From an optimization exercise on the open Yosys and OpenROAD flow, aimed at small area; shortcuts taken in it are not production practice. In this exercise RTL edits were held to simulation tests only and were not proved equivalent to the original. Power is estimated from default activity; no workload was simulated.

## dxpc
module dxpc (
    input  wire        clk,
    input  wire        rst,           
    input  wire [15:0] t_byte,        
    input  wire        buf_we,
    input  wire [7:0]  buf_waddr,
    input  wire [7:0]  buf_wdata,
    input  wire        cmd_valid,
    output wire        cmd_ready,
    input  wire [3:0]  cmd_op,
    input  wire [7:0]  cmd_id,
    input  wire [7:0]  cmd_cmd,
    input  wire [7:0]  cmd_addr,
    input  wire [7:0]  cmd_count,
    input  wire [7:0]  cmd_width,
    input  wire [15:0] cmd_value,
    input  wire [7:0]  cmd_len,
    output wire        tx_valid,
    output wire [7:0]  tx_data,
    input  wire        tx_ready,
    input  wire        rx_valid,
    input  wire [7:0]  rx_data,
    output wire        rx_ready,
    output wire        res_valid,
    input  wire        res_ready,
    output wire [3:0]  res_status,
    output wire [2:0]  res_kind,
    output wire [3:0]  info_state,
    output wire [7:0]  info_byte,
    output wire [7:0]  info_expected,
    output wire [7:0]  info_received,
    output wire [7:0]  info_code,
    output wire [7:0]  info_count,
    output wire [7:0]  res_pid,
    output wire [7:0]  res_plen,
    output wire [7:0]  res_pcmd,
    output wire [7:0]  res_pn,
    output wire [15:0] res_v16,
    output wire [31:0] res_ts,
    input  wire [7:0]  rd_idx,
    output wire [7:0]  rd_data,
    output wire [15:0] rd_pos
);
export LEC_CHECK = 0
export ABC_AREA = 1
export CAP_MARGIN = 20
export CORE_MARGIN = 2
export CORE_UTILIZATION = 55
export PLACE_DENSITY = 0.65
export SETUP_SLACK_MARGIN = 0.1
export SLEW_MARGIN = 20
create_clock -name core_clock -period 12.0 [get_ports {clk}]
standard.sh (not shown) runs the stock make flow with config.mk's settings and CLKGATE_MAP_FILE= SYNTH_SCRIPT=/design/flow/synth_recipe.tcl, a recipe that flattens the netlist after the stock synthesis.
==> flow/flow/run.sh <==
#!/bin/bash
# Own layout flow: the standard ORFS flow (standard.sh), with these changes:
#  - synthesis maps logic with the ABC script in flow/abc_area.script
#    (ABC_AREA=1 in config.mk selects it); registers are mapped by the
#    standard synthesis steps before ABC, so they are the standard ones;
#  - ports are buffered with sky130_fd_sc_hd__buf_1;
#  - a fanout limit (flow/pre_place.tcl) before global placement, so repair
#    splits the very wide buffer-write-data nets;
#  - CTS with larger sink clusters and without dummy loads.
# Each step's full output is in orfs/logs/; make's output in flow_run.log.
set -euo pipefail
cd "$(dirname "$0")/.."
WORK=$(pwd)
rm -rf "$WORK/scripts_mod"
cp -r "$FLOW_HOME/scripts" "$WORK/scripts_mod"
cp "$WORK/flow/abc_area.script" "$WORK/scripts_mod/abc_area.script"
export SCRIPTS_DIR="$WORK/scripts_mod"
export PRE_GLOBAL_PLACE_TCL="$WORK/flow/pre_place.tcl"
export PRE_RESIZE_TCL="$WORK/flow/pre_place.tcl"
export CTS_ARGS="-sink_clustering_enable -repair_clock_nets -dont_use_dummy_load -sink_clustering_size 16 -sink_clustering_max_diameter 70 -buf_list {sky130_fd_sc_hd__clkbuf_8}"
export BUFFER_PORTS_ARGS="-buffer_cell sky130_fd_sc_hd__buf_1"
bash standard.sh > "$WORK/flow_run.log" 2>&1
==> flow/flow/abc_area.script <==
strash
&get -n
&st
&b
&dch
&nf -a
&st
&b
&dch
&nf -a
&put
topo
==> flow/flow/pre_place.tcl <==
set_max_fanout 48 [current_design]
The starting point went through all stages and came out clean.
Edit:
- CORE_UTILIZATION: 55 -> 68
- PLACE_DENSITY: 0.65 -> 0.78
Register-to-register slack gets worse by 280 ps.
Combinational power is about the same.
Synthesized area is unchanged.
Wire length is lower by a few percent.
Cell count is lower by a few percent.
Global-route usage is higher by 7.3 points.
Via count is higher by a few percent.
Worst setup slack gets better by 91 ps.
Clock skew is lower by 24 ps.
Total power is lower slightly.
Critical path depth is higher by 2.
Edit:
==> flow/flow/pre_place.tcl (replaced) <==
set_max_fanout 24 [current_design]
- CORE_UTILIZATION: 68 -> 55
- PLACE_DENSITY: 0.78 -> 0.65
- SETUP_SLACK_MARGIN: 0.1 -> 0.2
The new run went through all stages and came out clean.
Wire length climbs by 4.6%.
Area after synthesis is unchanged.
Sequential share of layout area came out lower by 0.85 points.
Die area went up by 23%.
Worst setup slack is better by 160 ps.
Sequential cell count is unchanged.
Edit:
--- a/flow/flow/run.sh
+++ b/flow/flow/run.sh
@@ -18,5 +18,5 @@
 export PRE_GLOBAL_PLACE_TCL="$WORK/flow/pre_place.tcl"
 export PRE_RESIZE_TCL="$WORK/flow/pre_place.tcl"
-export CTS_ARGS="-sink_clustering_enable -repair_clock_nets -dont_use_dummy_load -sink_clustering_size 16 -sink_clustering_max_diameter 70 -buf_list {sky130_fd_sc_hd__clkbuf_8}"
+export CTS_ARGS="-sink_clustering_enable -repair_clock_nets -dont_use_dummy_load -sink_clustering_size 20 -sink_clustering_max_diameter 80"
 export BUFFER_PORTS_ARGS="-buffer_cell sky130_fd_sc_hd__buf_1"
 bash standard.sh > "$WORK/flow_run.log" 2>&1
Outcome: Clock skew rises by 13 ps. Total power rises by 2.8%. Clock-buffer cell count falls by 35.


== rev 12 ==
dxpc again, from the RTL that the note above started with.
export LEC_CHECK = 0
export ABC_AREA = 1
export CAP_MARGIN = 20
export CORE_MARGIN = 2
export CORE_UTILIZATION = 62
export PLACE_DENSITY = 0.72
export SETUP_SLACK_MARGIN = 0.1
export SLEW_MARGIN = 20
create_clock -name core_clock -period 12.0 [get_ports {clk}]
==> flow/flow/run.sh <==
#!/bin/bash
# Own layout flow: the standard ORFS flow (standard.sh), with these changes:
#  - synthesis maps logic with the ABC script in flow/abc_area.script
#    (ABC_AREA=1 in config.mk selects it); registers are mapped by the
#    standard synthesis steps before ABC, so they are the standard ones;
#  - ports are buffered with sky130_fd_sc_hd__buf_1;
#  - a fanout limit (flow/pre_place.tcl) before global placement, so repair
#    splits the very wide buffer-write-data nets;
#  - CTS with larger sink clusters and without dummy loads.
# Each step's full output is in orfs/logs/; make's output in flow_run.log.
set -euo pipefail
cd "$(dirname "$0")/.."
WORK=$(pwd)
rm -rf "$WORK/scripts_mod"
cp -r "$FLOW_HOME/scripts" "$WORK/scripts_mod"
cp "$WORK/flow/abc_area.script" "$WORK/scripts_mod/abc_area.script"
export SCRIPTS_DIR="$WORK/scripts_mod"
export PRE_GLOBAL_PLACE_TCL="$WORK/flow/pre_place.tcl"
export PRE_RESIZE_TCL="$WORK/flow/pre_place.tcl"
export CTS_ARGS="-sink_clustering_enable -repair_clock_nets -dont_use_dummy_load -sink_clustering_size 16 -sink_clustering_max_diameter 70 -buf_list {sky130_fd_sc_hd__clkbuf_8}"
export BUFFER_PORTS_ARGS="-buffer_cell sky130_fd_sc_hd__buf_1"
bash standard.sh > "$WORK/flow_run.log" 2>&1
==> flow/flow/pre_place.tcl <==
set_max_fanout 48 [current_design]
Scripts as last shown in full above: flow/flow/abc_area.script
What rev 13 does differently from rev 12 at the input level:
Settings: CORE_UTILIZATION changed from 62 to 75; PLACE_DENSITY changed from 0.72 to 0.85.
## What came out
- Summed instance area of the synthesized netlist delta (rev 13 -> rev 12): insignificant
- Lower worst setup slack goes to rev 12 over rev 13.
- Rev 12 vs rev 13, critical path endpoint: rd_pos[10] vs rd_pos[12]
- Comparing rev 12 and rev 13, first-pass GRT wire length is lower on rev 13.
- Per the comparison of rev 13 with rev 12, sequential fraction of total cell area now larger, worst slew margin relative to its limit now smaller.

[port drivers added, routing unchanged]
No port has a modelled driver above. Below, the same layouts with a new extraction and two added sets of constraints.
Step 1, drivers: a clkbuf_16 drives clk and a buf_2 each remaining input, both assumed.
Step 2 times the ports against the registers' clock, not the clock port: input delays grow and output delays shrink by t, the midpoint of the rising clock arrivals with the driver on.
a / b / c = no drivers / after step 1 / after step 2; a / b = the first two.
run	t, ns	setup slack, ns	hold slack, ns	latest minus earliest clock arrival (ns)
the first run of note 1	0.982	0.283 / 0.250 / 0.250	0.654 / 0.654 / 0.654	0.132 / 0.132
the second run of note 1	0.981	0.374 / 0.296 / 0.454	0.668 / 0.668 / 0.668	0.108 / 0.108
the third run of note 1	0.988	0.530 / 0.453 / 0.532	0.687 / 0.687 / 0.687	0.084 / 0.085
the fourth run of note 1	0.827	0.478 / 0.450 / 0.450	0.689 / 0.689 / 0.689	0.094 / 0.094
rev 12	0.984	0.397 / 0.325 / 0.399	0.693 / 0.693 / 0.693	0.091 / 0.091
rev 13	0.957	0.494 / 0.424 / 0.424	0.656 / 0.656 / 0.656	0.076 / 0.075
After both steps every run listed still meets setup and hold. The setup slack of rev 13, which loses most, moves by -0.070 ns with the drivers and by -0.070 ns with both steps.
